This is an optimization exercise on Yosys and OpenROAD, whose aim is small area, a short achievable clock period and few clock cycles, not a production implementation. At most, simulation tests tie the RTL to the original design; equivalence was not proved. For runs 1, 3 and 4, only the layout was checked, not whether the RTL still works.

[flow/run.sh]
#!/bin/bash
set -euo pipefail
export SETUP_SLACK_MARGIN=7
bash standard.sh > standard.log 2>&1
[standard.sh]
#!/bin/bash
# synth_recipe.tcl (not shown) runs the flow's synth.tcl, then flattens the netlist and writes it again
# the make line also repeats each setting of config.mk as NAME=value (left out here)
make -C /OpenROAD-flow-scripts/flow DESIGN_CONFIG=/design/flow/config.mk WORK_HOME=/design/flow/orfs CLKGATE_MAP_FILE= SYNTH_SCRIPT=/design/flow/synth_recipe.tcl "${@:-finish}"
[config.mk]
export PLATFORM = sky130hd
export DESIGN_NAME = cpuemu_core
export DESIGN_NICKNAME = cpuemu_core
export VERILOG_FILES = /design/flow/design.v
export SDC_FILE = /design/flow/constraint.sdc
export NUM_CORES = 4
export LEC_CHECK = 0
export ABC_AREA = 1
export CAP_MARGIN = 20
export CORE_MARGIN = 2
export CORE_UTILIZATION = 40
export SLEW_MARGIN = 20
[constraint.sdc]
create_clock -name core_clock -period 15.0 [get_ports {clk}]
set_input_delay 3.0000 -clock core_clock [delete_from_list [all_inputs] [get_ports {clk}]]
set_output_delay 3.0000 -clock core_clock [all_outputs]
set_load 0.01 [all_outputs]
[design.v]
module cpuemu_core (
    input             clk,
    input             rst,         
    input      [15:0] prog_len,    
    output     [15:0] imem_addr,   
    input      [63:0] imem_data,   
    input      [5:0]  dbg_addr,    
    output reg [15:0] dbg_data,    
    output            done,        
    output     [1:0]  state,       
    output     [2:0]  fcode        
);
    localparam ST_READY   = 2'd0;
    localparam ST_RUNNING = 2'd1;
    localparam ST_HALTED  = 2'd2;
    localparam ST_FAULTED = 2'd3;
    localparam F_DIVZERO  = 3'd1;
    localparam F_OVERFLOW = 3'd2;
    localparam F_UNDERFLOW= 3'd3;
    localparam F_BADADDR  = 3'd4;
    localparam F_BADSHIFT = 3'd5;
    localparam OP_NOP  = 5'd0,  OP_MOV  = 5'd1,  OP_PUSH = 5'd2,  OP_POP  = 5'd3;
    localparam OP_CALL = 5'd4,  OP_RET  = 5'd5,  OP_ADD  = 5'd6,  OP_SUB  = 5'd7;
    localparam OP_MUL  = 5'd8,  OP_DIV  = 5'd9,  OP_INC  = 5'd10, OP_DEC  = 5'd11;
    localparam OP_JMP  = 5'd12, OP_JZ   = 5'd13, OP_JNZ  = 5'd14, OP_JC   = 5'd15;
    localparam OP_JNC  = 5'd16, OP_JS   = 5'd17, OP_JNS  = 5'd18, OP_JG   = 5'd19;
    localparam OP_JGE  = 5'd20, OP_JL   = 5'd21, OP_JLE  = 5'd22, OP_CMP  = 5'd23;
    localparam OP_XOR  = 5'd24, OP_AND  = 5'd25, OP_OR   = 5'd26, OP_NOT  = 5'd27;
    localparam OP_SHL  = 5'd28, OP_SHR  = 5'd29, OP_ROL  = 5'd30, OP_ROR  = 5'd31;
    localparam PH_EXEC = 2'd0;
    localparam PH_MUL  = 2'd1;
    localparam PH_DIV  = 2'd2;
    reg [15:0] regs [0:7];
    reg [15:0] stk  [0:15];
    reg [4:0]  sp;                   
    reg [15:0] pc;
    reg        fz, fc, fs, fo;
    reg [1:0]  st;
    reg [2:0]  fc_code;
    reg [1:0]  ph;
    reg [15:0] xa;       
    reg [15:0] xb;       
    reg [14:0] xr;       
    reg [2:0]  dcnt;     
    reg        dneg;     
    reg        dovf;     
    reg        msa, msb;  
    assign imem_addr = pc;
    assign done      = st[1];
    assign state     = st;
    assign fcode     = fc_code;
    wire [4:0]  opc = imem_data[4:0];
    wire        s_f = imem_data[6];
    wire        ka  = imem_data[7];
    wire        kb  = imem_data[8];
    wire [7:0]  ra  = imem_data[23:16];
    wire [7:0]  rb  = imem_data[31:24];
    wire [15:0] ia  = imem_data[47:32];
    wire [15:0] ib  = imem_data[63:48];
    wire [2:0]  dst = ra[2:0];
    wire [4:0]  spm1   = sp - 5'd1;
    wire [2:0]  a_idx  = st[1] ? dbg_addr[2:0] : ra[2:0];
    wire [3:0]  s_idx  = st[1] ? dbg_addr[3:0] : spm1[3:0];
    wire [15:0] reg_a  = regs[a_idx];
    wire [15:0] reg_b  = regs[rb[2:0]];
    wire [15:0] stk_top = stk[s_idx];
    wire [15:0] spx    = {11'd0, sp};
    wire [15:0] a_val  = ka ? ia : (ra[7] ? (ra[0] ? spx : pc) : reg_a);
    wire [15:0] b_val  = kb ? ib : (rb[7] ? (rb[0] ? spx : pc) : reg_b);
    always @(*) begin
        if (dbg_addr[4])
            dbg_data = stk_top;
        else if (!dbg_addr[3])
            dbg_data = reg_a;
        else begin
            case (dbg_addr[1:0])
                2'd0:    dbg_data = pc;
                2'd1:    dbg_data = spx;
                2'd2:    dbg_data = {12'd0, fz, fc, fs, fo};
                default: dbg_data = (st == ST_FAULTED) ? pc : 16'd0;
            endcase
        end
    end
    wire is_incdec = (opc == OP_INC) || (opc == OP_DEC);
    wire is_sub    = (opc == OP_SUB) || (opc == OP_DEC) || (opc == OP_CMP);
    wire [15:0] bb      = is_incdec ? 16'd1 : b_val;
    wire [15:0] bx      = is_sub ? ~bb : bb;
    wire [16:0] sum     = {1'b0, a_val} + {1'b0, bx} + {16'd0, is_sub};
    wire [15:0] add_r   = sum[15:0];
    wire        add_c   = sum[16] ^ is_sub;
    wire        add_o   = (a_val[15] == bx[15]) && (add_r[15] != a_val[15]);
    wire        sh_ok  = !ib[15] && (ib[14:4] == 11'd0) && (ib[3:0] != 4'd0);
    wire [3:0]  shamt  = ib[3:0];
    wire [3:0]  rk     = opc[0] ? shamt : (4'd0 - shamt);
    wire [15:0] rt1    = rk[0] ? {a_val[0],   a_val[15:1]} : a_val;
    wire [15:0] rt2    = rk[1] ? {rt1[1:0],   rt1[15:2]}   : rt1;
    wire [15:0] rt4    = rk[2] ? {rt2[3:0],   rt2[15:4]}   : rt2;
    wire [15:0] rt8    = rk[3] ? {rt4[7:0],   rt4[15:8]}   : rt4;
    wire [15:0] msk_l  = 16'hFFFF << shamt;      
    wire [15:0] msk_r  = 16'hFFFF >> shamt;      
    wire [15:0] sh_r   = rt8 & (opc[1] ? 16'hFFFF : (opc[0] ? msk_r : msk_l));
    reg jcond;
    always @(*) begin
        case (opc)
            OP_JMP:  jcond = 1'b1;
            OP_JZ:   jcond = fz;
            OP_JNZ:  jcond = !fz;
            OP_JC:   jcond = fc;
            OP_JNC:  jcond = !fc;
            OP_JS:   jcond = fs;
            OP_JNS:  jcond = !fs;
            OP_JG:   jcond = !fz && !fs;
            OP_JGE:  jcond = fz || !fs;
            OP_JL:   jcond = !fz && fs;
            default: jcond = fz || fs;       
        endcase
    end
    wire tgt_ok = !ia[15] && (ia < prog_len);
    wire top_ok = !stk_top[15] && (stk_top < prog_len);
    wire [15:0] pc1 = pc + 16'd1;
    wire [15:0] a_abs  = a_val[15] ? (~a_val + 16'd1) : a_val;
    wire [15:0] b_abs  = b_val[15] ? (~b_val + 16'd1) : b_val;
    function [4:0] blen;             
        input [15:0] v;
        integer k;
        begin
            blen = 5'd0;
            for (k = 0; k < 16; k = k + 1)
                if (v[k]) blen = k + 1;
        end
    endfunction
    wire [18:0] yb = {2'b00, xb, 1'b0};
    genvar gi;
    generate
        for (gi = 0; gi < 9; gi = gi + 1) begin : bth
            wire [2:0]  g   = yb[2*gi+2:2*gi];
            wire        one = g[0] ^ g[1];
            wire        two = (g == 3'b100) || (g == 3'b011);
            wire        neg = g[2] && !(g == 3'b111);
            wire [16:0] m   = ({1'b0, xa} & {17{one}}) | ({xa, 1'b0} & {17{two}});
            wire [16:0] p   = (m ^ {17{neg}}) << (2*gi);
            wire [16:0] c   = {16'd0, neg} << (2*gi);
        end
    endgenerate
    wire [16:0] pm = bth[0].p + bth[0].c + bth[1].p + bth[1].c + bth[2].p + bth[2].c +
                     bth[3].p + bth[3].c + bth[4].p + bth[4].c + bth[5].p + bth[5].c +
                     bth[6].p + bth[6].c + bth[7].p + bth[7].c + bth[8].p;
    wire [5:0]  nsum    = {1'b0, blen(xa)} + {1'b0, blen(xb)};
    wire        pm_ge16 = (nsum >= 6'd18) || (nsum == 6'd17 && pm[16]);
    wire        pm_ge15 = (nsum >= 6'd17) || (nsum == 6'd16 && pm[15]);
    wire        pm_eq15 = (pm == 17'h08000) && (nsum <= 6'd17);
    wire        mul_c   = (msa && msb) || (msa && xb[15:1] != 15'd0) ||
                          (msb && xa[15:1] != 15'd0) || (!msa && !msb && pm_ge16);
    wire        mul_o   = pm_ge15 && !(dneg && pm_eq15);
    wire [15:0] d1_sh  = {xr, xa[15]};
    wire [16:0] d1_df  = {1'b0, d1_sh} - {1'b0, xb};
    wire        d1_fit = !d1_df[16];
    wire [14:0] d1_r   = d1_fit ? d1_df[14:0] : d1_sh[14:0];
    wire [15:0] d2_sh  = {d1_r, xa[14]};
    wire [16:0] d2_df  = {1'b0, d2_sh} - {1'b0, xb};
    wire        d2_fit = !d2_df[16];
    wire [14:0] d2_r   = d2_fit ? d2_df[14:0] : d2_sh[14:0];
    wire        d_skip = (xr == 15'd0) && (xa[15:12] == 4'd0) && (dcnt != 3'd0);
    wire [15:0] dq_n   = d_skip ? {xa[11:0], 4'd0} : {xa[13:0], d1_fit, d2_fit};
    wire [14:0] dr_n   = d_skip ? 15'd0 : d2_r;
    wire [2:0]  dcnt_n = dcnt - (d_skip ? 3'd2 : 3'd1);
    wire        d_last = d_skip ? (dcnt == 3'd1) : (dcnt == 3'd0);
    wire [15:0] mag    = (ph == PH_MUL) ? pm[15:0] : dq_n;
    wire [15:0] md_r   = dneg ? (~mag + 16'd1) : mag;
    wire run    = !st[1];
    wire in_ex  = run && (ph == PH_EXEC);
    wire halt   = !pc[15] && (pc >= prog_len);
    wire exe    = in_ex && !pc[15] && !halt;      
    wire sp_z   = (sp == 5'd0);
    wire sp_f   = sp[4];
    wire a_z    = (a_val == 16'd0);
    wire b_z    = (b_val == 16'd0);
    reg  [2:0]  ex_f;        
    always @(*) begin
        case (opc)
            OP_PUSH:  ex_f = sp_f ? F_OVERFLOW : 3'd0;
            OP_POP:   ex_f = sp_z ? F_UNDERFLOW : 3'd0;
            OP_CALL:  ex_f = !tgt_ok ? F_BADADDR : (sp_f ? F_OVERFLOW : 3'd0);
            OP_RET:   ex_f = sp_z ? F_UNDERFLOW : (!top_ok ? F_BADADDR : 3'd0);
            OP_DIV:   ex_f = b_z ? F_DIVZERO : 3'd0;
            OP_JMP, OP_JZ, OP_JNZ, OP_JC, OP_JNC, OP_JS, OP_JNS,
            OP_JG, OP_JGE, OP_JL, OP_JLE:
                      ex_f = (jcond && !tgt_ok) ? F_BADADDR : 3'd0;
            OP_SHL, OP_SHR, OP_ROL, OP_ROR:
                      ex_f = !sh_ok ? F_BADSHIFT : 3'd0;
            default:  ex_f = 3'd0;
        endcase
    end
    wire ex_ok = (ex_f == 3'd0);
    reg        ex_we;
    reg [15:0] ex_wd;
    always @(*) begin
        ex_we = 1'b1;
        ex_wd = 16'd0;
        case (opc)
            OP_MOV:  ex_wd = b_val;
            OP_POP:  ex_wd = stk_top;
            OP_ADD, OP_SUB, OP_INC, OP_DEC: ex_wd = add_r;
            OP_DIV:  begin ex_we = a_z; ex_wd = 16'd0; end
            OP_XOR:  ex_wd = a_val ^ b_val;
            OP_AND:  ex_wd = a_val & b_val;
            OP_OR:   ex_wd = a_val | b_val;
            OP_NOT:  ex_wd = ~a_val;
            OP_SHL, OP_SHR, OP_ROL, OP_ROR: ex_wd = sh_r;
            default: ex_we = 1'b0;
        endcase
    end
    wire md_done = run && ((ph == PH_MUL) || (ph == PH_DIV && d_last));
    wire        rf_wr = (exe && ex_ok && ex_we) || md_done;
    wire [15:0] rf_d  = (ph == PH_EXEC ? ex_wd : md_r) & {16{!rst}};
    integer i;
    always @(posedge clk) begin
        for (i = 0; i < 8; i = i + 1)
            if (rst || (rf_wr && dst == i))
                regs[i] <= rf_d;
    end
    wire        stk_wr = exe && ex_ok && (opc == OP_PUSH || opc == OP_CALL);
    wire [15:0] stk_d  = (opc == OP_CALL) ? pc1 : a_val;
    always @(posedge clk) begin
        for (i = 0; i < 16; i = i + 1)
            if (stk_wr && sp[3:0] == i)
                stk[i] <= stk_d;
    end
    always @(posedge clk) begin
        if (ph == PH_EXEC) begin
            xa   <= a_abs;
            xb   <= b_abs;
            xr   <= 15'd0;
            dcnt <= 3'd7;
            msa  <= a_val[15];
            msb  <= b_val[15];
            dneg <= a_val[15] ^ b_val[15];
            dovf <= (a_val == 16'h8000) && (b_val == 16'hFFFF);
        end else begin
            xa   <= dq_n;
            xr   <= dr_n;
            dcnt <= dcnt_n;
        end
    end
    always @(posedge clk) begin
        if (rst) begin
            sp      <= 5'd0;
            pc      <= 16'd0;
            {fz, fc, fs, fo} <= 4'd0;
            st      <= ST_READY;
            fc_code <= 3'd0;
            ph      <= PH_EXEC;
        end else if (run) begin
            case (ph)
                PH_EXEC: begin
                    st <= ST_RUNNING;
                    if (pc[15]) begin
                        st <= ST_FAULTED; fc_code <= F_BADADDR;
                    end else if (halt) begin
                        st <= ST_HALTED;
                    end else if (!ex_ok) begin
                        st <= ST_FAULTED; fc_code <= ex_f;
                    end else begin
                        case (opc)
                            OP_PUSH: begin sp <= sp + 5'd1; pc <= pc1; end
                            OP_POP:  begin sp <= spm1;      pc <= pc1; end
                            OP_CALL: begin sp <= sp + 5'd1; pc <= ia;  end
                            OP_RET:  begin sp <= spm1;      pc <= stk_top; end
                            OP_ADD, OP_SUB, OP_INC, OP_DEC: begin
                                if (s_f) {fz, fc, fs, fo} <= {add_r == 16'd0, add_c, add_r[15], add_o};
                                pc <= pc1;
                            end
                            OP_CMP: begin
                                {fz, fc, fs, fo} <= {add_r == 16'd0, add_c, add_r[15], add_o};
                                pc <= pc1;
                            end
                            OP_MUL: ph <= PH_MUL;
                            OP_DIV: begin
                                if (a_z) begin
                                    if (s_f) {fz, fc, fs, fo} <= 4'b1000;
                                    pc <= pc1;
                                end else
                                    ph <= PH_DIV;
                            end
                            OP_JMP, OP_JZ, OP_JNZ, OP_JC, OP_JNC, OP_JS, OP_JNS,
                            OP_JG, OP_JGE, OP_JL, OP_JLE:
                                pc <= jcond ? ia : pc1;
                            default: pc <= pc1;
                        endcase
                    end
                end
                PH_MUL: begin
                    if (s_f) {fz, fc, fs, fo} <= {md_r == 16'd0, mul_c, md_r[15], mul_o};
                    pc <= pc1;
                    ph <= PH_EXEC;
                end
                default: begin    
                    if (d_last) begin
                        if (s_f) {fz, fc, fs, fo} <= {md_r == 16'd0, 1'b0, md_r[15], dovf};
                        pc <= pc1;
                        ph <= PH_EXEC;
                    end
                end
            endcase
        end
    end
endmodule
==> summary.md, run 1 <==
| Metric | Value |
|---|---|
| Worst-Margin Slew | 1.064 ns |
| Placed instance area | approximately 0.036 sq mm |
| Clk pin slew, worst setup/hold paths | 0.06 ns |
| Clk sinks | 470 |
| Setup TNS | 0 ns |
| H-tree depth | 2 |
| Element type at the critical path end | output pin |
| Final Cycle Share | 0.5458 |
| Grt total ovfl | 0 |
| Main synth FF type | edfxtp_1 |
| Syn_area_per_cell | 8.129 sq um |
| Critical Path RT | 12.00 ns |
| # IOs | between 100 and 150 |
| Drt first pass iters | 6 |
| Worst Clk Skew | 0.03185 ns |
| Hold buffer count at CTS | 0 |
| Rows | about 110 |
| Post-synth EDFFs | 404 |
| Critical path origin | imem_data[16] |
| Reg2reg path depth | 33 |
| Critical path arrival | about 5.2 ns |
| Port Buf Inserts | 108 |
| Via count | approximately 32000 |
| Sequential share of the synthesized area | 0.3987 |
| Initial antenna violation count | 5 |
| Die area | 0.08669 sq mm |
| Die extent in x | 294.4 um |
| RSZ-0062 raised after global routing | true |
| CP endpoint | dbg_data[12] |
| P&R area growth vs syn | 19.92% |
| Critical path start-end classification | input port to output pin |
| Wire length per cell | approximately 24 um |
| Die height | between 200 and 300 um |
| Ratio of cells with drive above 1 in the final layout | 0.1405 |
| Clk Latency, worst-skew pair | slightly above 0.6 ns |
| Nets | 4730 |
| Starting Density | 0.4038 |
| Mapped Nets | 4484 |
| R2r endpoint | regs[1][4] |
| Area fraction of the dominant cell type after synthesis | 0.3595 |
| Fin area | 0.04046 sq mm |
| CTS Buffer Depth | 3 |
| Vias per std cell | 5.817 |
| Synth area leaders | edfxtp_1 36%, nand2_1 11%, ha_1 7.3%, inv_1 5.0%, dfxtp_1 3.9% |
| Hold Vio Cnt, Final | 0 |
| Setup violators final | 0 |
| Post-DP HPWL | 96710 um |
| First-pass GRT wire length | 196000 um |
| Async SR Flop Fraction | 0 |
| Routed Antenna Nets | 0 |
| Yosys top cell by area | edfxtp_1 |
| Outcome | timing/DRC/antenna clean |
| Routed wire length | about 130000 um |
| Post-layout min period | roughly 8.2 ns |
| Start of the worst register-to-register path | xa[15] |
| Drc violations | 0 |
| Largest net degree at the start of global routing | 70 |
| Num CTS Buffers | 53 |
| Core area | 0.08356 sq mm |
| Total GRT Usage | 0.3037 |
| Post-synthesis cell type count | 64 |
| Fillcell total | 8042 |
| YS warnings | 3 |
| Syn Std Cell Area | 0.03374 sq mm |
| Fin. max-slew vios | 0 |
| CTS tree | yes |
| Vias in the first global route | approximately 30000 |
| Min-delay src | dcnt[2] |
| Reg2Reg Setup Slack | 7.52 ns |
| Yosys reg bits | 470 |
| Setup crit start kind | input port |
| Worst Hold Class | register to register |
| Initial DRC Count | 3702 |
| CP max FO | 15 |
| Fmax | 122.1 MHz |
| Final estimated routing congestion in global placement | 0.9947 |
| Root buffer selected by CTS | clkbuf_16 |
| Slew margin rel. | 0.2896 |
| MaxCap Viol Count | 0 |
| Mapped Cells | 4151 |
-- kinds of logic (layout without fill, tap and decap cells) --
family | Yosys count | in the layout | share of synthesized area
AND/OR/NAND/NOR | 1811 | 1812 | 0.2333
AO/OA/AOI/OAI | 825 | 825 | 0.1473
buffers and inverters | 616 | 904 | 0.07123
flip-flops | 470 | 470 | 0.3987
adder cells (fa/ha/maj) | 245 | 245 | 0.1015
XOR/XNOR | 180 | 180 | 0.04672
multiplexers | 4 | 4 | 0.001261
other | 0 | 2 | 0
-- repair_timing --
item,4_1_cts,5_1_grt
gates cloned,6,0
gates resized for setup,360,84
setup buffers,108,23
pin swaps,67,49
endpoints found under the setup margin,541,266
-- metrics by stage --
stage / setup WS, ns / instances / util / hold slack [ns]
4_1_cts: 6.821 / 5497 / 0.4778 / 0.5155
6_report: 6.813 / 5522 / 0.4843 / 0.5141
2_1_floorplan: 7.074 / 4151 / - / 0.4710
5_1_grt: 6.743 / 5520 / 0.4842 / 0.5512
3_5_place_dp: 4.405 / 5285 / 0.4335 / 0.5037
3_3_place_gp: 4.386 / 5285 / 0.4335 / 0.5030
-- worst min path at each step --
| stage | to | slack (ns) | depth (start not counted) |
|---|---|---|---|
| 2_1_floorplan | ph[0] | 0.47 | 2 |
| 3_3_place_gp | dcnt[2] | 0.50 | 2 |
| 3_5_place_dp | dcnt[2] | 0.50 | 2 |
| 4_1_cts | dcnt[2] | 0.52 | 2 |
| 6_report | dcnt[2] | 0.51 | 2 |
| 5_1_grt | dcnt[2] | 0.55 | 2 |
-- flip-flops by register name (all words and copies together) (netlist names), 3 cells and up --
signal and cells:
dcnt 3, fc_code 3, pc 16, regs 128, sp 5, stk 256, xa 16, xb 16
xr 15
-- area by class of cell --
class	count	area, sq um	share of cell area
multi-input combinational	3066	19000	0.4695
sequential	470	13450	0.3325
timing repair buffer	325	2984	0.07375
inverter	479	1884	0.04657
clock buffer	64	1455	0.03596
tap	1080	1351	0.03340
clock inverter	34	317.8	0.007854
timing repair inverter	2	15.01	0.0003711
antenna	2	5.005	0.0001237
-- routing by layer --
layer / global-route usage / share of wire / up-vias
li1: - / - / 14830
met1: 0.4280 / 0.43 / 15300
met2: 0.4691 / 0.43 / 1682
met3: 0.04683 / 0.095 / 297
met4: 0.1154 / 0.043 / 8
met5: 0 / 0.00038 / -
-- cell usage after synthesis, types with 15 or more instances --
cell type and number:
clkbuf_1 101, nand4_1 109, a22oi_1 21, inv_2 20, nand3_1 241, o21ai_0 239
a211oi_1 20, nand2_1 961, a21oi_1 215, o22ai_1 102, o2111ai_1 17, inv_1 445
o211ai_1 39, o21ai_1 23, edfxtp_1 404, a22o_1 15, ha_1 197, fa_1 48
xnor2_1 47, xor2_1 133, buf_2 16, a31oi_1 28, nor3_1 41, nand2_2 17
nor2_1 352, a221oi_1 30, dfxtp_1 66, or2_2 31
-- cells in the final DEF (no fill, tap or decap), types with 39 or more instances in the layout --
cell type	n
ha_1	197
xnor2_1	47
nand2_2	39
nand2_1	925
nor2_1	320
clkbuf_16	56
inv_1	427
xor2_1	132
fa_1	48
nand4_1	109
o211ai_1	39
edfxtp_1	404
buf_4	172
nand3_1	226
clkdlybuf4s50_1	82
o22ai_1	102
o21ai_0	218
a21oi_1	198
dfxtp_1	66
-- critical path, cell delays in order --
cell and delay [ns]:
buf_4 0.18, inv_2 0.10, nand2_1 0.11, nand2_4 0.16, nor2_4 0.24, nand2_4 0.16, inv_6 0.16, nand2_1 0.07
nand2_1 0.06, nor2_1 0.05, a21oi_2 0.26, nand2_1 0.11, a22oi_2 0.31, buf_2 0.20
==> inputs of run 2 (changes only) <==
--- a/design.v
+++ b/design.v
@@ -129,22 +129,7 @@
                 if (v[k]) blen = k + 1;
         end
     endfunction
-    wire [18:0] yb = {2'b00, xb, 1'b0};
-    genvar gi;
-    generate
-        for (gi = 0; gi < 9; gi = gi + 1) begin : bth
-            wire [2:0]  g   = yb[2*gi+2:2*gi];
-            wire        one = g[0] ^ g[1];
-            wire        two = (g == 3'b100) || (g == 3'b011);
-            wire        neg = g[2] && !(g == 3'b111);
-            wire [16:0] m   = ({1'b0, xa} & {17{one}}) | ({xa, 1'b0} & {17{two}});
-            wire [16:0] p   = (m ^ {17{neg}}) << (2*gi);
-            wire [16:0] c   = {16'd0, neg} << (2*gi);
-        end
-    endgenerate
-    wire [16:0] pm = bth[0].p + bth[0].c + bth[1].p + bth[1].c + bth[2].p + bth[2].c +
-                     bth[3].p + bth[3].c + bth[4].p + bth[4].c + bth[5].p + bth[5].c +
-                     bth[6].p + bth[6].c + bth[7].p + bth[7].c + bth[8].p;
+    wire [16:0] pm      = xa * xb;
     wire [5:0]  nsum    = {1'b0, blen(xa)} + {1'b0, blen(xb)};
     wire        pm_ge16 = (nsum >= 6'd18) || (nsum == 6'd17 && pm[16]);
     wire        pm_ge15 = (nsum >= 6'd17) || (nsum == 6'd16 && pm[15]);
==> run.sh (new file) <==
#!/bin/bash
# synth_recipe.tcl (not shown) runs the flow's synth.tcl, then flattens the netlist and writes it again
# the make line also repeats each setting of config.mk as NAME=value (left out here)
make -C /OpenROAD-flow-scripts/flow DESIGN_CONFIG=/design/flow/config.mk WORK_HOME=/design/flow/orfs CLKGATE_MAP_FILE= SYNTH_SCRIPT=/design/flow/synth_recipe.tcl finish
--- a/config.mk
+++ b/config.mk
@@ -9,4 +9,5 @@
 export CAP_MARGIN = 20
 export CORE_MARGIN = 2
 export CORE_UTILIZATION = 40
+export SETUP_SLACK_MARGIN = 5
 export SLEW_MARGIN = 20
removed: flow/run.sh
removed: standard.sh
==> run 2 against run 1 <==
  * Flip-flop and latch count unchanged
  * Final cell count increased by 3.4%
  * Largest cell class unchanged
  * Critical path type unchanged
  * Die area increased by 3.6%
  * Maximum frequency decreased by 18%
  * Global-route usage decreased by 1.5 points
==> summary.md, run 2 <==
| Metric | Value |
|---|---|
| Ratio of cells with drive above 1 in the final layout | 0.06301 |
| Root buffer selected by CTS | clkbuf_16 |
| Routed Antenna Nets | 0 |
| Max reg flops | 256 |
| Element type at the critical path end | output pin |
| Slowest cell on crit path | clkdlybuf4s50_1 |
| R2r endpoint | regs[7][15] |
| Die height | 299.8 um |
| Die area | 0.08985 sq mm |
| Wire length per cell | ~23 um |
| Port Buf Inserts | between 100 and 150 |
| Total GRT Usage | 0.2889 |
| Min-delay src | fc_code[1] |
| CP endpoint | dbg_data[8] |
| Cells after DPL | 5604 |
| Area fraction of the dominant cell type after synthesis | 0.3467 |
| P&R area growth vs syn | 12.84% |
| Initial DRC Count | 3704 |
| Syn_area_per_cell | just under 8 sq um |
| Commonest cells after routing, fill and taps aside | 1096 x nand2_1, 628 x inv_1, 404 x edfxtp_1 |
| CP Depth | 14 |
| Area occupied by multi-input gates | 0.01850 sq mm |
| Post-synthesis cell type count | 66 |
| Setup crit start kind | input port |
| Critical path origin | dbg_addr[1] |
| YS warnings | 3 |
| Vias in the first global route | 30840 |
| Most instantiated library cell after synthesis | nand2_1 |
| Reg2reg path depth | 32 |
| Clk pin slew, worst setup/hold paths | 0.07 ns |
| CTS tree | yes |
| Fmax | between 90 and 100 MHz |
| Register Area | 0.01345 sq mm |
| Crit path cell chain | clkdlybuf4s50_1 -> nand2_1 -> o21ai_0 -> nand2_1 -> nor2_4 -> buf_4 -> nand2_1 -> nand4_1 -> nor3_1 -> nand3_1 -> o21a_2 -> nor2_1 -> a21oi_1 -> clkdlybuf4s50_1 |
| Main synth FF type | edfxtp_1 |
| Setup TNS | 0 ns |
| Starting Density | 0.4033 |
| Busiest layer in global routing | met2 |
| Final Cycle Share | 0.6687 |
| Initial antenna violation count | 2 |
| Non-filler cells, final | 5712 |
| Crit path buffers/inverters | 3 |
| Largest regs | stk x256, regs x128 |
| Fillcell total | 8676 |
| Synth area leaders | edfxtp_1 35%, nand2_1 12%, ha_1 7.0%, inv_1 6.8%, fa_1 5.7% |
| Clk sinks | 470 |
| Cell family with most CP delay | buffers and inverters |
| Reg2Reg Setup Slack | approximately 7.2 ns |
| Worst-Margin Slew | between 1 and 1.5 ns |
| Nets | 4895 |
| Drc violations | 0 |
| Core area | 0.08675 sq mm |
| Post-synth EDFFs | roughly 400 |
| Post-layout min period | 10.03 ns |
| First-pass GRT wire length | between 150000 and 200000 um |
| RSZ-0062 raised after global routing | true |
| Via count | 32700 |
| Yosys reg bits | 470 |
| Mapped Nets | 4805 |
| Most frequent CP cell | nand2_1 |
| Met1 usage | 0.3878 |
| Mapped Cells | 4421 |
| # IOs | roughly 130 |
| Worst Hold Class | register to register |
| Critical path start-end classification | input port to output pin |
| Critical Path RT | 12.00 ns |
| Rows | 108 |
| Most flops, register | stk |
| Synth top cells by count | 1096 x nand2_1, 631 x inv_1, 404 x edfxtp_1 |
| Slew margin rel. | 0.2374 |
| Final estimated routing congestion in global placement | 1.053 |
| Routed wire length | 132400 um |
| Async SR Flop Fraction | 0 |
| Sequential share of the synthesized area | 0.3845 |
| Setup violators final | 0 |
| Die extent in x | around 300 um |
| Yosys top cell by area | edfxtp_1 |
| Grt total ovfl | 0 |
| Post-DP HPWL | 96960 um |
| Hold Vio Cnt, Final | 0 |
| Worst Clk Skew | 0.08585 ns |
| M3 GR Usage | 0.05015 |
| Vias per std cell | around 5.7 |
| Clk Latency, worst-skew pair | 0.68 ns |
| Max incr delay on CP | 0.66 ns |
| Num CTS Buffers | 53 |
| Largest net degree at the start of global routing | 64 |
| CTS Buffer Depth | 3 |
| H-tree depth | 2 |
| Critical path arrival | 7.03 ns |
| MaxCap Viol Count | 0 |
| Met2 Resource Use GR | 0.4536 |
| Drt first pass iters | 6 |
| Start of the worst register-to-register path | xb[2] |
| Fin. max-slew vios | 0 |
| Syn Std Cell Area | 0.03499 sq mm |
| CP max FO | 10 |
| Outcome | timing/DRC/antenna clean |
| Most common cell after layout, fill and taps aside | nand2_1 |
-- run 2: changes by cell type after synthesis, moves of 10 or more --
cell	previous run	this run
fa_1	48	99
clkbuf_1	101	122
or2_2	31	21
a21oi_1	215	236
xnor2_1	47	19
xor2_1	133	82
nand2_2	17	6
nor3_1	41	52
o22ai_1	102	37
nand3_1	241	266
nand2_1	961	1096
inv_1	445	631
-- run 2: worst min-delay path by stage --
| stage | end | slack (ns) | cells past startpoint |
|---|---|---|---|
| final | fc_code[1] | 0.48 | 2 |
| after global routing | fc_code[1] | 0.50 | 2 |
| after CTS | fc_code[1] | 0.48 | 2 |
| after detailed placement | fc_code[2] | 0.46 | 2 |
| after global placement | fc_code[2] | 0.47 | 2 |
| after floorplan | fo | 0.44 | 2 |
-- run 2: cells by family after synthesis --
group,synth area share
simple gates,0.2363
xor+xnor,0.02528
mux,0.0005722
buf+inv,0.08973
compound gates,0.1365
fa+ha+maj,0.1271
flops,0.3845
-- run 2: repair_timing --
| action | in CTS | in global routing |
|---|---|---|
| pin swaps | 1 | 0 |
| endpoints found under the setup margin | 16 | 8 |
| setup buffers | 3 | 4 |
| hold buffers | 0 | 0 |
| resized for setup | 12 | 6 |
-- run 2: stage by stage --
stage	cell area [sq um]	hold slack, ns	util	setup WS, ns
final	39480	0.4794	0.4551	4.970
after global routing	39480	0.4953	0.4551	4.959
after CTS	39410	0.4827	0.4543	5.009
after global placement	37480	0.4707	0.4320	4.243
after floorplan	34990	0.4404	-	7.056
after detailed placement	37500	0.4648	0.4323	4.223
-- run 2: area by class of cell --
type | count | area share
Antenna cell | 2 | 0.0001268
Clock buffer | 58 | 0.03432
Clock inverter | 41 | 0.01284
Inverter | 653 | 0.06237
Multi-Input combinational cell | 3135 | 0.4685
Sequential cell | 470 | 0.3407
Tap cell | 1155 | 0.03660
Timing Repair Buffer | 198 | 0.04446
-- run 2: layer usage --
layer,vias to the layer above,wire [um]
li1,15020,-
met1,15540,54620
met2,1759,58610
met3,381,12160
met4,0,6970
met5,-,0
-- run 2: worst reg2reg max path: cells and delay by family, from the launching register on --
kind / cells / cell delay (ns)
AND/OR/NAND/NOR: 15 / 2.31
flip-flops: 1 / 0.96
XOR/XNOR: 1 / 0.16
AO/OA/AOI/OAI: 11 / 2.88
adder cells (fa/ha/maj): 2 / 0.74
buffers and inverters: 3 / 0.43
Testbench counts of run 2, summed over its fixed seeds: cycles 65,629.
==> inputs of run 3 (changes only) <==
--- a/design.v
+++ b/design.v
@@ -59,9 +59,9 @@
     wire [15:0] ib  = imem_data[63:48];
     wire [2:0]  dst = ra[2:0];
     wire [4:0]  spm1   = sp - 5'd1;
-    wire [2:0]  a_idx  = st[1] ? dbg_addr[2:0] : ra[2:0];
     wire [3:0]  s_idx  = st[1] ? dbg_addr[3:0] : spm1[3:0];
-    wire [15:0] reg_a  = regs[a_idx];
+    wire [15:0] reg_a  = regs[ra[2:0]];
+    wire [15:0] reg_d  = regs[dbg_addr[2:0]];
     wire [15:0] reg_b  = regs[rb[2:0]];
     wire [15:0] stk_top = stk[s_idx];
     wire [15:0] spx    = {11'd0, sp};
@@ -71,7 +71,7 @@
         if (dbg_addr[4])
             dbg_data = stk_top;
         else if (!dbg_addr[3])
-            dbg_data = reg_a;
+            dbg_data = reg_d;
         else begin
             case (dbg_addr[1:0])
                 2'd0:    dbg_data = pc;
@@ -129,7 +129,22 @@
                 if (v[k]) blen = k + 1;
         end
     endfunction
-    wire [16:0] pm      = xa * xb;
+    wire [18:0] yb = {2'b00, xb, 1'b0};
+    genvar gi;
+    generate
+        for (gi = 0; gi < 9; gi = gi + 1) begin : bth
+            wire [2:0]  g   = yb[2*gi+2:2*gi];
+            wire        one = g[0] ^ g[1];
+            wire        two = (g == 3'b100) || (g == 3'b011);
+            wire        neg = g[2] && !(g == 3'b111);
+            wire [16:0] m   = ({1'b0, xa} & {17{one}}) | ({xa, 1'b0} & {17{two}});
+            wire [16:0] p   = (m ^ {17{neg}}) << (2*gi);
+            wire [16:0] c   = {16'd0, neg} << (2*gi);
+        end
+    endgenerate
+    wire [16:0] pm = bth[0].p + bth[0].c + bth[1].p + bth[1].c + bth[2].p + bth[2].c +
+                     bth[3].p + bth[3].c + bth[4].p + bth[4].c + bth[5].p + bth[5].c +
+                     bth[6].p + bth[6].c + bth[7].p + bth[7].c + bth[8].p;
     wire [5:0]  nsum    = {1'b0, blen(xa)} + {1'b0, blen(xb)};
     wire        pm_ge16 = (nsum >= 6'd18) || (nsum == 6'd17 && pm[16]);
     wire        pm_ge15 = (nsum >= 6'd17) || (nsum == 6'd16 && pm[15]);
@@ -145,11 +160,13 @@
     wire [16:0] d2_df  = {1'b0, d2_sh} - {1'b0, xb};
     wire        d2_fit = !d2_df[16];
     wire [14:0] d2_r   = d2_fit ? d2_df[14:0] : d2_sh[14:0];
+    wire        d_zero = (dcnt == 3'd7) && (xa < xb);
     wire        d_skip = (xr == 15'd0) && (xa[15:12] == 4'd0) && (dcnt != 3'd0);
-    wire [15:0] dq_n   = d_skip ? {xa[11:0], 4'd0} : {xa[13:0], d1_fit, d2_fit};
+    wire [15:0] dq_n   = d_zero ? 16'd0 :
+                         d_skip ? {xa[11:0], 4'd0} : {xa[13:0], d1_fit, d2_fit};
     wire [14:0] dr_n   = d_skip ? 15'd0 : d2_r;
     wire [2:0]  dcnt_n = dcnt - (d_skip ? 3'd2 : 3'd1);
-    wire        d_last = d_skip ? (dcnt == 3'd1) : (dcnt == 3'd0);
+    wire        d_last = d_zero || (d_skip ? (dcnt == 3'd1) : (dcnt == 3'd0));
     wire [15:0] mag    = (ph == PH_MUL) ? pm[15:0] : dq_n;
     wire [15:0] md_r   = dneg ? (~mag + 16'd1) : mag;
     wire run    = !st[1];
@@ -184,19 +201,19 @@
         ex_wd = 16'd0;
         case (opc)
             OP_MOV:  ex_wd = b_val;
-            OP_POP:  ex_wd = stk_top;
             OP_ADD, OP_SUB, OP_INC, OP_DEC: ex_wd = add_r;
-            OP_DIV:  begin ex_we = a_z; ex_wd = 16'd0; end
+            OP_POP:  begin ex_we = !sp_z; ex_wd = stk_top; end
+            OP_DIV:  begin ex_we = a_z && !b_z; ex_wd = 16'd0; end
+            OP_SHL, OP_SHR, OP_ROL, OP_ROR: begin ex_we = sh_ok; ex_wd = sh_r; end
             OP_XOR:  ex_wd = a_val ^ b_val;
             OP_AND:  ex_wd = a_val & b_val;
             OP_OR:   ex_wd = a_val | b_val;
             OP_NOT:  ex_wd = ~a_val;
-            OP_SHL, OP_SHR, OP_ROL, OP_ROR: ex_wd = sh_r;
             default: ex_we = 1'b0;
         endcase
     end
     wire md_done = run && ((ph == PH_MUL) || (ph == PH_DIV && d_last));
-    wire        rf_wr = (exe && ex_ok && ex_we) || md_done;
+    wire        rf_wr = (exe && ex_we) || md_done;
     wire [15:0] rf_d  = (ph == PH_EXEC ? ex_wd : md_r) & {16{!rst}};
     integer i;
     always @(posedge clk) begin
@@ -204,7 +221,7 @@
             if (rst || (rf_wr && dst == i))
                 regs[i] <= rf_d;
     end
-    wire        stk_wr = exe && ex_ok && (opc == OP_PUSH || opc == OP_CALL);
+    wire        stk_wr = exe && !sp_f && (opc == OP_PUSH || (opc == OP_CALL && tgt_ok));
     wire [15:0] stk_d  = (opc == OP_CALL) ? pc1 : a_val;
     always @(posedge clk) begin
         for (i = 0; i < 16; i = i + 1)
==> flow/run.sh (new file) <==
#!/bin/bash
set -euo pipefail
export SETUP_SLACK_MARGIN=8
bash standard.sh > standard.log 2>&1
==> standard.sh (new file) <==
#!/bin/bash
# synth_recipe.tcl (not shown) runs the flow's synth.tcl, then flattens the netlist and writes it again
# the make line also repeats each setting of config.mk as NAME=value (left out here)
make -C /OpenROAD-flow-scripts/flow DESIGN_CONFIG=/design/flow/config.mk WORK_HOME=/design/flow/orfs CLKGATE_MAP_FILE= SYNTH_SCRIPT=/design/flow/synth_recipe.tcl "${@:-finish}"
--- a/config.mk
+++ b/config.mk
@@ -9,5 +9,4 @@
 export CAP_MARGIN = 20
 export CORE_MARGIN = 2
 export CORE_UTILIZATION = 40
-export SETUP_SLACK_MARGIN = 5
 export SLEW_MARGIN = 20
removed: run.sh
==> run 3 against run 2 <==
  * Non-clock buffer count up 158
  * Critical path type unchanged
  * Still clean on timing, DRC and antenna
  * Via count is 6.1% higher
  * Sequential share of layout area is 2.5 points lower
  * Synthesized cell count down 1.2%
  * Wire length up 8.8%
  * Worst setup slack better by 1.9 ns
  * Flip-flop and latch count did not move
  * Cell area up 7.9%
  * Clock skew decreased by 0.023 ns
==> summary.md, run 3 <==
| Metric | Value |
|---|---|
| CTS Buffer Depth | 3 |
| Initial antenna violation count | 5 |
| Grt total ovfl | 0 |
| Rows | 108 |
| Nets | 4978 |
| Worst Hold Path Cells | 2 |
| Setup TNS | 0 ns |
| Total GRT Usage | 0.3111 |
| Synth top cells by count | 1010 x nand2_1, 488 x inv_1, 404 x edfxtp_1 |
| Outcome | timing/DRC/antenna clean |
| Post-synth EDFFs | 404 |
| Largest regs | stk x256, regs x128 |
| Hold Vio Cnt, Final | 0 |
| Vias in the first global route | 32060 |
| Final estimated routing congestion in global placement | slightly above 1 |
| Post-synthesis cell type count | 60 |
| Syn Std Cell Area | roughly 0.035 sq mm |
| Async SR Flop Fraction | 0 |
| Drt first pass iters | 10 |
| Mapped Nets | around 4700 |
| Yosys top cell by area | edfxtp_1 |
| Reg2Reg Setup Slack | roughly 8.4 ns |
| Vias per std cell | 5.947 |
| Max incr delay on CP | between 0.5 and 0.6 ns |
| Crit path cell chain | buf_12 -> o21ai_4 -> buf_6 -> nor2_4 -> clkinv_4 -> nor2_4 -> buf_12 -> buf_6 -> nand2_2 -> nand4_1 -> or4_4 -> o21a_4 -> nand2_4 -> o21ai_4 -> buf_6 |
| Critical path start-end classification | input port to output pin |
| Min-delay src | fc_code[1] |
| Post-layout min period | 8.118 ns |
| Die area | 0.08978 sq mm |
| Core area | about 0.087 sq mm |
| Wire length per cell | 24.70 um |
| Starting Density | 0.4030 |
| Fin. max-slew vios | 0 |
| R2r endpoint | fz |
| Setup ws final | approximately 7 ns |
| RSZ-0062 raised after global routing | true |
| Commonest cells after routing, fill and taps aside | 967 x nand2_1, 452 x inv_1, 404 x edfxtp_1 |
| Dpl ws | 5.011 ns |
| Routed Antenna Nets | 0 |
| Post-DP HPWL | just over 100000 um |
| H-tree depth | 2 |
| Clk sinks | 470 |
| Hold Path Sink | fc_code[1] |
| First-pass GRT wire length | between 200000 and 250000 um |
| Main synth FF type | edfxtp_1 |
| Via count | approximately 35000 |
| Most flops, register | stk |
| YS warnings | 3 |
| Synth area leaders | edfxtp_1 35%, nand2_1 11%, ha_1 7.6%, inv_1 5.2%, o21ai_0 4.1% |
| Fmax | 123.2 MHz |
| Largest net degree at the start of global routing | 62 |
| Most frequent CP cell | buf_6 |
| Max reg flops | 256 |
| Clk pin slew, worst setup/hold paths | 0.06 ns |
| Port Buf Inserts | 108 |
| Area occupied by multi-input gates | between 0.02 and 0.025 sq mm |
| Initial DRC Count | 4425 |
| Worst Clk Skew | 0.06319 ns |
| CP max FO | 5 |
| Area fraction of the dominant cell type after synthesis | 0.3470 |
| MaxCap Viol Count | 0 |
| Element type at the critical path end | output pin |
| Final Cycle Share | 0.5412 |
| Clk Latency, worst-skew pair | 0.65 ns |
| Die height | 299.6 um |
| Most common cell after layout, fill and taps aside | nand2_1 |
| Yosys reg bits | 470 |
| Start of the worst register-to-register path | xb[0] |
| Slowest cell on crit path | or4_4 |
| Fillcell total | 8348 |
| Worst Hold Class | register to register |
| Register Area | 0.01345 sq mm |
| Sequential share of the synthesized area | 0.3848 |
| Syn_area_per_cell | 8.007 sq um |
| Root buffer selected by CTS | clkbuf_16 |
| Critical Path RT | 12.00 ns |
| Ratio of cells with drive above 1 in the final layout | 0.1562 |
| Reg2reg path depth | 30 |
| Slew margin rel. | 0.2943 |
| Mapped Cells | about 4400 |
| Setup violators final | 0 |
| Routed wire length | 144000 um |
| Worst-Margin Slew | roughly 1.1 ns |
| P&R area growth vs syn | 21.86% |
| CTS tree | yes |
| Setup crit start kind | input port |
| Drc violations | 0 |
| Critical path arrival | between 5 and 6 ns |
| # IOs | 126 |
| Num CTS Buffers | 53 |
| Most instantiated library cell after synthesis | nand2_1 |
| Die extent in x | 299.6 um |
[run 3: cell type report]
cell class / count / area share
Timing Repair inverter: 1 / 0.0001762
Antenna cell: 2 / 0.0001175
Tap cell: 1155 / 0.03392
Clock buffer: 60 / 0.03198
Clock inverter: 39 / 0.009721
Timing Repair Buffer: 356 / 0.07983
Multi-Input combinational cell: 3208 / 0.4767
Inverter: 540 / 0.05181
Sequential cell: 470 / 0.3158
[run 3: worst max-delay path by stage]
stage / end / startpoint / slack [ns] / cells past startpoint
after floorplan: dbg_data[4] / dbg_addr[3] / 7.48 / 13
after global placement: dbg_data[13] / dbg_addr[2] / 5.01 / 12
final: dbg_data[4] / dbg_addr[1] / 6.88 / 15
after CTS: dbg_data[4] / dbg_addr[1] / 6.93 / 15
after global routing: dbg_data[4] / dbg_addr[1] / 6.83 / 15
after detailed placement: dbg_data[13] / dbg_addr[2] / 5.01 / 12
[run 3: metal layers]
metal | GRT usage | vias to the layer above | wire length [um]
li1 | - | 15700 | -
met1 | 0.4189 | 16380 | 57810
met2 | 0.4744 | 2112 | 61810
met3 | 0.06704 | 489 | 15990
met4 | 0.1520 | 6 | 8351
met5 | 0 | - | 41
[run 3: worst max-delay path, delay by kind of cell]
family,cells,cell delay (ns)
and+or+nand+nor,6,0.90
buffers and inverters,6,0.74
AOI/OAI and AO/OA,3,0.47
[run 3: per-stage QoR]
step	std cells	util	hold slack [ns]	instance area, sq um
final	5831	0.4911	0.4784	42600
after global routing	5830	0.4910	0.4970	42600
after CTS	5774	0.4795	0.4864	41600
after detailed placement	5555	0.4338	0.4722	37630
after global placement	5555	0.4336	0.4601	37620
after floorplan	4366	-	0.4780	35220
[run 3: cells by family (layout without fill, tap and decap cells)]
logic type | Yosys count | count (layout) | share of synthesized area
XOR/XNOR | 183 | 183 | 0.04585
multiplexers | 2 | 2 | 0.0006084
AND/OR/NAND/NOR | 1813 | 1814 | 0.2238
other | 0 | 2 | 0
buffers and inverters | 689 | 996 | 0.07709
flip-flops | 470 | 470 | 0.3848
AO/OA/AOI/OAI | 949 | 949 | 0.1645
adder cells (fa/ha/maj) | 260 | 260 | 0.1034
[run 3: timing repair]
| item | 4_1_cts | 5_1_grt |
|---|---|---|
| gates resized for setup | 369 | 155 |
| pin swaps | 73 | 57 |
| cloned | 3 | 1 |
| hold buffers | 0 | 0 |
| endpoints found under the setup margin | 304 | 246 |
| setup buffers | 117 | 54 |
==> inputs of run 4 (changes only) <==
==> flow/run.sh (replaced) <==
#!/bin/bash
set -euo pipefail
export SETUP_SLACK_MARGIN=8
export BUFFER_PORTS_ARGS="-buffer_cell sky130_fd_sc_hd__buf_2"
bash standard.sh > standard.log 2>&1
--- a/config.mk
+++ b/config.mk
@@ -8,5 +8,6 @@
 export ABC_AREA = 1
 export CAP_MARGIN = 20
 export CORE_MARGIN = 2
-export CORE_UTILIZATION = 40
+export CORE_UTILIZATION = 60
+export CTS_BUF_LIST = sky130_fd_sc_hd__clkbuf_4 sky130_fd_sc_hd__clkbuf_8
 export SLEW_MARGIN = 20
==> run 4 against run 3 <==
  * Synthesized cell count unchanged
  * Register-to-register slack worse by 0.13 ns
  * Count of clock-buffer cells in the layout up 42
  * Still clean
  * Cell area down 3.1%
  * Sequential share of layout area up 1.0 points
  * Non-clock buffer count down 22
  * Hold slack worse by 0.0062 ns
  * Worst setup slack worse by 0.11 ns
==> summary.md, run 4 <==
| Metric | Value |
|---|---|
| Outcome | timing/DRC/antenna clean |
| Element type at the critical path end | output pin |
| Critical Path RT | roughly 12 ns |
| CTS tree | yes |
| Setup crit start kind | input port |
| Via count | 35440 |
| Final estimated routing congestion in global placement | 1.064 |
| Area fraction of the dominant cell type after synthesis | 0.3470 |
| Fillcell total | 4630 |
| Final Cycle Share | 0.5488 |
| Busiest layer in global routing | met2 |
| Vias per std cell | between 6 and 7 |
| Largest regs | stk x256, regs x128 |
| CP max FO | 6 |
| # IOs | around 130 |
| Most flops, register | stk |
| Total GRT Usage | 0.4532 |
| Placed instance area | 0.03662 sq mm |
| Routed wire length | 140600 um |
| Nets | 4981 |
| Vias in the first global route | 32030 |
| Sequential share of the synthesized area | 0.3848 |
| Initial antenna violation count | 6 |
| Syn_area_per_cell | 8.007 sq um |
| Critical path arrival | 5.23 ns |
| M3 GR Usage | 0.1307 |
| Mapped Cells | 4366 |
| Yosys reg bits | 470 |
| Clk pin slew, worst setup/hold paths | 0.08 ns |
| Met1 usage | 0.6046 |
| Initial DRC Count | 5348 |
| Grt total ovfl | 0 |
| Wire length per cell | about 26 um |
| Synth area leaders | edfxtp_1 35%, nand2_1 11%, ha_1 7.6%, inv_1 5.2%, o21ai_0 4.1% |
| Fmax | 121.5 MHz |
| First-pass GRT wire length | between 200000 and 250000 um |
| Fin. max-slew vios | 0 |
| Max reg flops | 256 |
| Slew margin rel. | 0.1976 |
| Routed Antenna Nets | 0 |
| Drc violations | 0 |
| Starting Density | 0.6059 |
| Fin area | 0.04126 sq mm |
| Clk Latency, worst-skew pair | 0.73 ns |
| Root buffer selected by CTS | clkbuf_8 |
| Most common cell after layout, fill and taps aside | nand2_1 |
| YS warnings | 3 |
| Setup violators final | 0 |
| Worst Clk Skew | 0.04778 ns |
| P&R area growth vs syn | 18.03% |
| Post-DP HPWL | between 90000 and 100000 um |
| Async SR Flop Fraction | 0 |
| Port Buf Inserts | ~110 |
| H-tree depth | 3 |
| Critical path start-end classification | input port to output pin |
| Die extent in x | 245.4 um |
| Mapped Nets | 4714 |
| Hold Vio Cnt, Final | 0 |
| Rows | 88 |
| Die height | 245.4 um |
| Num CTS Buffers | 78 |
| Drt first pass iters | 10 |
| Die area | 0.06021 sq mm |
| RSZ-0062 raised after global routing | true |
| Largest net degree at the start of global routing | 66 |
| MaxCap Viol Count | 0 |
| Post-synth EDFFs | ~400 |
| Synth top cells by count | 1010 x nand2_1, 488 x inv_1, 404 x edfxtp_1 |
| Setup TNS | 0 ns |
| Ratio of cells with drive above 1 in the final layout | 0.1760 |
| Core area | 0.05770 sq mm |
| Worst-Margin Slew | between 1 and 1.5 ns |
| Syn Std Cell Area | approximately 0.035 sq mm |
| Post-synthesis cell type count | 60 |
| Commonest cells after routing, fill and taps aside | 965 x nand2_1, 460 x inv_1, 404 x edfxtp_1 |
| Main synth FF type | edfxtp_1 |
| Yosys top cell by area | edfxtp_1 |
| CTS Buffer Depth | 3 |
| Most instantiated library cell after synthesis | nand2_1 |
| Worst Hold Class | register to register |
| Post-layout min period | slightly above 8 ns |
| Met2 Resource Use GR | 0.6388 |
| Clk sinks | 470 |
run 4: cell counts after synthesis:
No cell type changed its count.
run 4: area by class of cell:
type,count,area [sq um],share of cell area
clock inverters,39,355.3,0.008612
repair buffers,334,2739,0.06638
multi-input cells,3209,20270,0.4913
well taps,765,957.2,0.02320
diodes,7,17.52,0.0004245
flip-flops and latches,470,13450,0.3260
clock buffers,102,1266,0.03069
inverters,540,2202,0.05337
run 4: logic make-up after synthesis:
group	share of synthesized area
AO/OA/AOI/OAI	0.1645
XOR/XNOR	0.04585
adder cells (fa/ha/maj)	0.1034
buffers and inverters	0.07709
flip-flops	0.3848
multiplexers	0.0006084
AND/OR/NAND/NOR	0.2238
run 4: worst paths after layout:
path	from	depth (start not counted)	slack [ns]	end
worst min register to register	fc_code[0]	2	0.47	fc_code[0]
worst max register to register	xa[1]	23	8.30	regs[2][15]
worst min-delay path	fc_code[0]	2	0.47	fc_code[0]
worst max-delay path	dbg_addr[2]	12	6.77	dbg_data[2]
run 4: critical path, cell delays in order:
cell and delay, ns:
buf_12 0.10, clkinv_8 0.07, nand2_4 0.07, o21ai_4 0.15, nand3_2 0.17, clkinvlp_4 0.23
buf_6 0.20, a221oi_1 0.34, nand4_1 0.18, o21ai_1 0.29, o21ai_1 0.22, buf_2 0.21
run 4: what timing repair did:
action	CTS	global route
gates resized for setup	184	211
hold buffers	0	0
pin swaps	44	70
gates cloned	3	2
endpoints found under the setup margin	294	272
buffers inserted	69	78
run 4: layer usage:
layer | vias to the layer above | routed length [um]
li1 | 15720 | -
met1 | 16230 | 51480
met2 | 2839 | 56850
met3 | 652 | 21090
met4 | 0 | 11150
met5 | - | 0
run 4: through the flow:
stage / utilization / hold WS [ns] / worst slack [ns] / instances
2_1_floorplan: - / 0.4780 / 7.478 / 4366
3_3_place_gp: 0.6345 / 0.4537 / 5.833 / 5166
3_5_place_dp: 0.6346 / 0.4585 / 5.759 / 5166
4_1_cts: 0.6888 / 0.4694 / 6.946 / 5379
5_1_grt: 0.7150 / 0.4930 / 6.748 / 5462
6_report: 0.7152 / 0.4722 / 6.768 / 5466
==> inputs of run 5 (changes only) <==
--- a/design.v
+++ b/design.v
@@ -59,28 +59,29 @@
     wire [15:0] ib  = imem_data[63:48];
     wire [2:0]  dst = ra[2:0];
     wire [4:0]  spm1   = sp - 5'd1;
-    wire [3:0]  s_idx  = st[1] ? dbg_addr[3:0] : spm1[3:0];
     wire [15:0] reg_a  = regs[ra[2:0]];
-    wire [15:0] reg_d  = regs[dbg_addr[2:0]];
     wire [15:0] reg_b  = regs[rb[2:0]];
-    wire [15:0] stk_top = stk[s_idx];
     wire [15:0] spx    = {11'd0, sp};
     wire [15:0] a_val  = ka ? ia : (ra[7] ? (ra[0] ? spx : pc) : reg_a);
     wire [15:0] b_val  = kb ? ib : (rb[7] ? (rb[0] ? spx : pc) : reg_b);
+    wire [31:0] dbg_oh  = 32'd1 << dbg_addr[4:0];
+    wire [15:0] top_oh  = 16'd1 << spm1[3:0];
+    wire [15:0] stk_sel = st[1] ? dbg_oh[31:16] : top_oh;
+    reg  [15:0] stk_top, reg_d;
+    integer k;
     always @(*) begin
-        if (dbg_addr[4])
-            dbg_data = stk_top;
-        else if (!dbg_addr[3])
-            dbg_data = reg_d;
-        else begin
-            case (dbg_addr[1:0])
-                2'd0:    dbg_data = pc;
-                2'd1:    dbg_data = spx;
-                2'd2:    dbg_data = {12'd0, fz, fc, fs, fo};
-                default: dbg_data = (st == ST_FAULTED) ? pc : 16'd0;
-            endcase
-        end
+        stk_top = 16'd0;
+        for (k = 0; k < 16; k = k + 1)
+            stk_top = stk_top | (stk[k] & {16{stk_sel[k]}});
+        reg_d = 16'd0;
+        for (k = 0; k < 8; k = k + 1)
+            reg_d = reg_d | (regs[k] & {16{dbg_oh[k]}});
     end
+    wire [15:0] fpc_v  = (st == ST_FAULTED) ? pc : 16'd0;
+    wire [15:0] misc_d = (pc & {16{dbg_oh[8]}}) | (spx & {16{dbg_oh[9]}}) |
+                         ({12'd0, fz, fc, fs, fo} & {16{dbg_oh[10]}}) |
+                         (fpc_v & {16{dbg_oh[11]}});
+    always @(*) dbg_data = stk_top | reg_d | misc_d;
     wire is_incdec = (opc == OP_INC) || (opc == OP_DEC);
     wire is_sub    = (opc == OP_SUB) || (opc == OP_DEC) || (opc == OP_CMP);
     wire [15:0] bb      = is_incdec ? 16'd1 : b_val;
==> flow/run.sh (replaced) <==
#!/bin/bash
set -euo pipefail
export SETUP_SLACK_MARGIN=6.8
export BUFFER_PORTS_ARGS="-buffer_cell sky130_fd_sc_hd__buf_2"
bash standard.sh > standard.log 2>&1
--- a/config.mk
+++ b/config.mk
@@ -8,6 +8,5 @@
 export ABC_AREA = 1
 export CAP_MARGIN = 20
 export CORE_MARGIN = 2
-export CORE_UTILIZATION = 60
-export CTS_BUF_LIST = sky130_fd_sc_hd__clkbuf_4 sky130_fd_sc_hd__clkbuf_8
+export CORE_UTILIZATION = 55
 export SLEW_MARGIN = 20
==> run 5 against run 4 <==
  * Sequential share of layout area grew 2.0 points
  * Cell area down 5.7%
  * Final cell count is 3.0% lower
  * Still clean
  * Count of clock-buffer cells in the layout down 41
==> summary.md, run 5 <==
| Metric | Value |
|---|---|
| Outcome | timing/DRC/antenna clean |
| Crit path buffers/inverters | 6 |
| Register Area | 0.01345 sq mm |
| Clk pin slew, worst setup/hold paths | 0.07 ns |
| Mapped Nets | 4623 |
| Final Cycle Share | 0.5441 |
| Start of the worst register-to-register path | xb[0] |
| CTS Buffer Depth | 3 |
| Ratio of cells with drive above 1 in the final layout | 0.1178 |
| Grt total ovfl | 0 |
| CTS tree | yes |
| Vias in the first global route | just over 30000 |
| CP Depth | 14 |
| Via count | ~33000 |
| Fin. max-slew vios | 0 |
| Post-DP HPWL | 98400 um |
| Max incr delay on CP | 0.31 ns |
| Drt first pass iters | 7 |
| Synth area leaders | edfxtp_1 35%, nand2_1 10%, ha_1 7.6%, inv_1 5.2%, xor2_1 4.1% |
| Area occupied by multi-input gates | 0.01913 sq mm |
| Worst Clk Skew | 0.05708 ns |
| Worst Hold Class | register to register |
| Die area | between 0.06 and 0.07 sq mm |
| Setup crit start kind | input port |
| CP max FO | 16 |
| Clk sinks | 470 |
| Largest regs | stk x256, regs x128 |
| Port Buf Inserts | 108 |
| Max reg flops | 256 |
| Most common cell after layout, fill and taps aside | nand2_1 |
| Area fraction of the dominant cell type after synthesis | 0.3496 |
| Most flops, register | stk |
| MaxCap Viol Count | 0 |
| R2r endpoint | regs[4][13] |
| Hold Vio Cnt, Final | 0 |
| H-tree depth | 2 |
| Initial DRC Count | approximately 4300 |
| Synth top cells by count | 946 x nand2_1, 483 x inv_1, 404 x edfxtp_1 |
| Async SR Flop Fraction | 0 |
| Vias per std cell | ~6.3 |
| Placed instance area | ~0.036 sq mm |
| Root buffer selected by CTS | clkbuf_16 |
| # IOs | 126 |
| Critical path origin | dbg_addr[3] |
| Starting Density | 0.5532 |
| Reg2Reg Setup Slack | between 7 and 8 ns |
| Routed Antenna Nets | 0 |
| Fillcell total | 5646 |
| Final estimated routing congestion in global placement | 1.019 |
| Min-delay src | fo |
| Slowest cell on crit path | a2111oi_4 |
| Fmax | 122.5 MHz |
| Initial antenna violation count | 4 |
| Critical Path RT | 12.00 ns |
| Cell family with most CP delay | buffers and inverters |
| Setup TNS | 0 ns |
| Post-synth EDFFs | 404 |
| Nets | 4759 |
| Worst-Margin Slew | around 1.2 ns |
| Clk Latency, worst-skew pair | roughly 0.65 ns |
| Hold buffer count at CTS | 0 |
| Finished Core Util | 0.6202 |
| Sequential share of the synthesized area | 0.3877 |
| Slew margin rel. | 0.1896 |
| Post-layout min period | around 8.2 ns |
| P&R area growth vs syn | 12.12% |
| Post-synthesis cell type count | 65 |
| Syn_area_per_cell | between 8 and 9 sq um |
| Core area | 0.06274 sq mm |
| Setup violators final | 0 |
| Critical path start-end classification | input port to output pin |
| First-pass GRT wire length | 194100 um |
| Num CTS Buffers | 52 |
| Hold Path Sink | fo |
| Wire length per cell | between 20 and 30 um |
| Drc violations | 0 |
| Crit path cell chain | buf_6 -> clkinvlp_4 -> buf_4 -> nand4_1 -> nand2_1 -> buf_12 -> nand2_1 -> nand3_1 -> a221oi_4 -> nand3_2 -> buf_12 -> a2111oi_4 -> o21ai_1 -> buf_2 |
| Commonest cells after routing, fill and taps aside | 939 x nand2_1, 475 x inv_1, 404 x edfxtp_1 |
| Main synth FF type | edfxtp_1 |
| Fin area | 0.03891 sq mm |
| Mapped Cells | 4275 |
| Critical path arrival | 5.16 ns |
| Yosys reg bits | 470 |
| Most instantiated library cell after synthesis | nand2_1 |
| Element type at the critical path end | output pin |
| Worst Hold Path Cells | 2 |
| Largest net degree at the start of global routing | 52 |
| Routed wire length | approximately 140000 um |
| Die extent in x | 255.2 um |
| Rows | 92 |
| Syn Std Cell Area | 0.03470 sq mm |
| Die height | 255.2 um |
| Reg2reg path depth | 27 |
| RSZ-0062 raised after global routing | true |
| YS warnings | 3 |
| Yosys top cell by area | edfxtp_1 |
| Total GRT Usage | 0.4088 |
==> run 5: cell count changes after synthesis, moves of 9 or more <==
| cell | before | now |
|---|---|---|
| buf_2 | 33 | 21 |
| a22o_1 | 9 | 39 |
| nand2_2 | 3 | 26 |
| o2111ai_1 | 13 | 23 |
| o22ai_1 | 129 | 116 |
| inv_2 | 33 | 24 |
| a221oi_1 | 36 | 52 |
| nand4_1 | 114 | 76 |
| o21ai_0 | 284 | 256 |
| nand2_1 | 1010 | 946 |
==> run 5: final cells by class <==
cell class,count,area share
repair buffers,231,0.04007
clock buffers,61,0.03457
clock inverters,37,0.009487
well taps,846,0.02721
flip-flops and latches,470,0.3458
inverters,522,0.05113
diodes,1,0.00006432
multi-input cells,3134,0.4917
==> run 5: worst register-to-register path, delay by kind of cell, from the launching register on <==
kind,cells,cell delay [ns]
xor gates and xnor gates,2,0.37
AOI/OAI and AO/OA,3,0.86
adders and majority gates,5,2.25
and+or+nand+nor,13,1.87
DFF,1,0.62
buffers and inverters,4,0.88
==> run 5: kinds of logic (layout without fill, tap and decap cells) <==
kind of cell,Yosys count,count (layout),share of synthesized area
simple gates,1743,1744,0.2162
compound gates,941,941,0.1678
buf+inv,672,851,0.07626
flops,470,470,0.3877
fa+ha+maj,260,260,0.1041
xor+xnor,185,185,0.04669
mux,4,4,0.001226
other cells,0,1,0
==> run 5: stage by stage <==
step                hold slack, ns  std cells  worst slack [ns]
floorplan                   0.4453       4275             7.205
global placement            0.4622       5151             5.718
detailed placement          0.4678       5153             5.782
CTS                         0.4822       5279             6.766
global route                0.5139       5302             6.753
finish                      0.4861       5302             6.838
==> run 5: routing by layer <==
layer	wire, um	global-route usage
met4	8738	0.2206
met2	59870	0.6385
met5	0	0
met1	51020	0.5259
met3	16160	0.09783
==> run 5: worst max path at each step <==
| stage | end | slack (ns) |
|---|---|---|
| 4_1_cts | dbg_data[11] | 6.77 |
| 5_1_grt | dbg_data[11] | 6.75 |
| 3_5_place_dp | dbg_data[11] | 5.78 |
| 6_report | dbg_data[11] | 6.84 |
| 2_1_floorplan | dbg_data[11] | 7.20 |
| 3_3_place_gp | dbg_data[11] | 5.72 |
==> run 5: repair_timing <==
| item | CTS | global route |
|---|---|---|
| gates resized for setup | 57 | 48 |
| setup buffers | 27 | 21 |
| cloned | 1 | 0 |
| pin swaps | 8 | 7 |
| endpoints found under the setup margin | 32 | 66 |
Testbench counts of run 5, summed over its fixed seeds: cycles 64,827.

port drivers added, routing unchanged:
The flow's constraints put no driver on any port. The routed layouts listed below were extracted and timed again, unchanged, in two steps.
Step 1 sets driving cells, clkbuf_16 on the clock port and buf_2 on the other inputs (assumed; they add their load-dependent delay and slew).
Step 2 times the ports against the registers' clock, not the clock port: input delays grow and output delays shrink by t, the midpoint of the rising clock arrivals with the driver on.
Three values: ideal, step 1, step 2; two values: the first two.
| run | shift t [ns] | setup slack, ns | slew at the worst register clock pin (ns) | worst data-port slew with drivers (ns) | pins driven straight from the clock port |
|---|---|---|---|---|---|
| run 1 | 0.671 | 6.813 / 6.769 / 6.537 | 0.07 / 0.07 | 0.12 | 1 |
| run 2 | 0.715 | 4.970 / 4.942 / 4.664 | 0.07 / 0.07 | 0.17 | 1 |
| run 3 | 0.693 | 6.882 / 6.837 / 6.837 | 0.08 / 0.08 | 0.13 | 1 |
| run 4 | 0.774 | 6.768 / 6.702 / 6.702 | 0.08 / 0.08 | 0.13 | 1 |
| run 5 | 0.680 | 6.838 / 6.790 / 6.286 | 0.07 / 0.07 | 0.12 | 1 |
After both steps setup and hold are still met in every run listed. The setup slack of run 5, which loses most, moves by -0.048 ns with the drivers and by -0.552 ns with both steps.
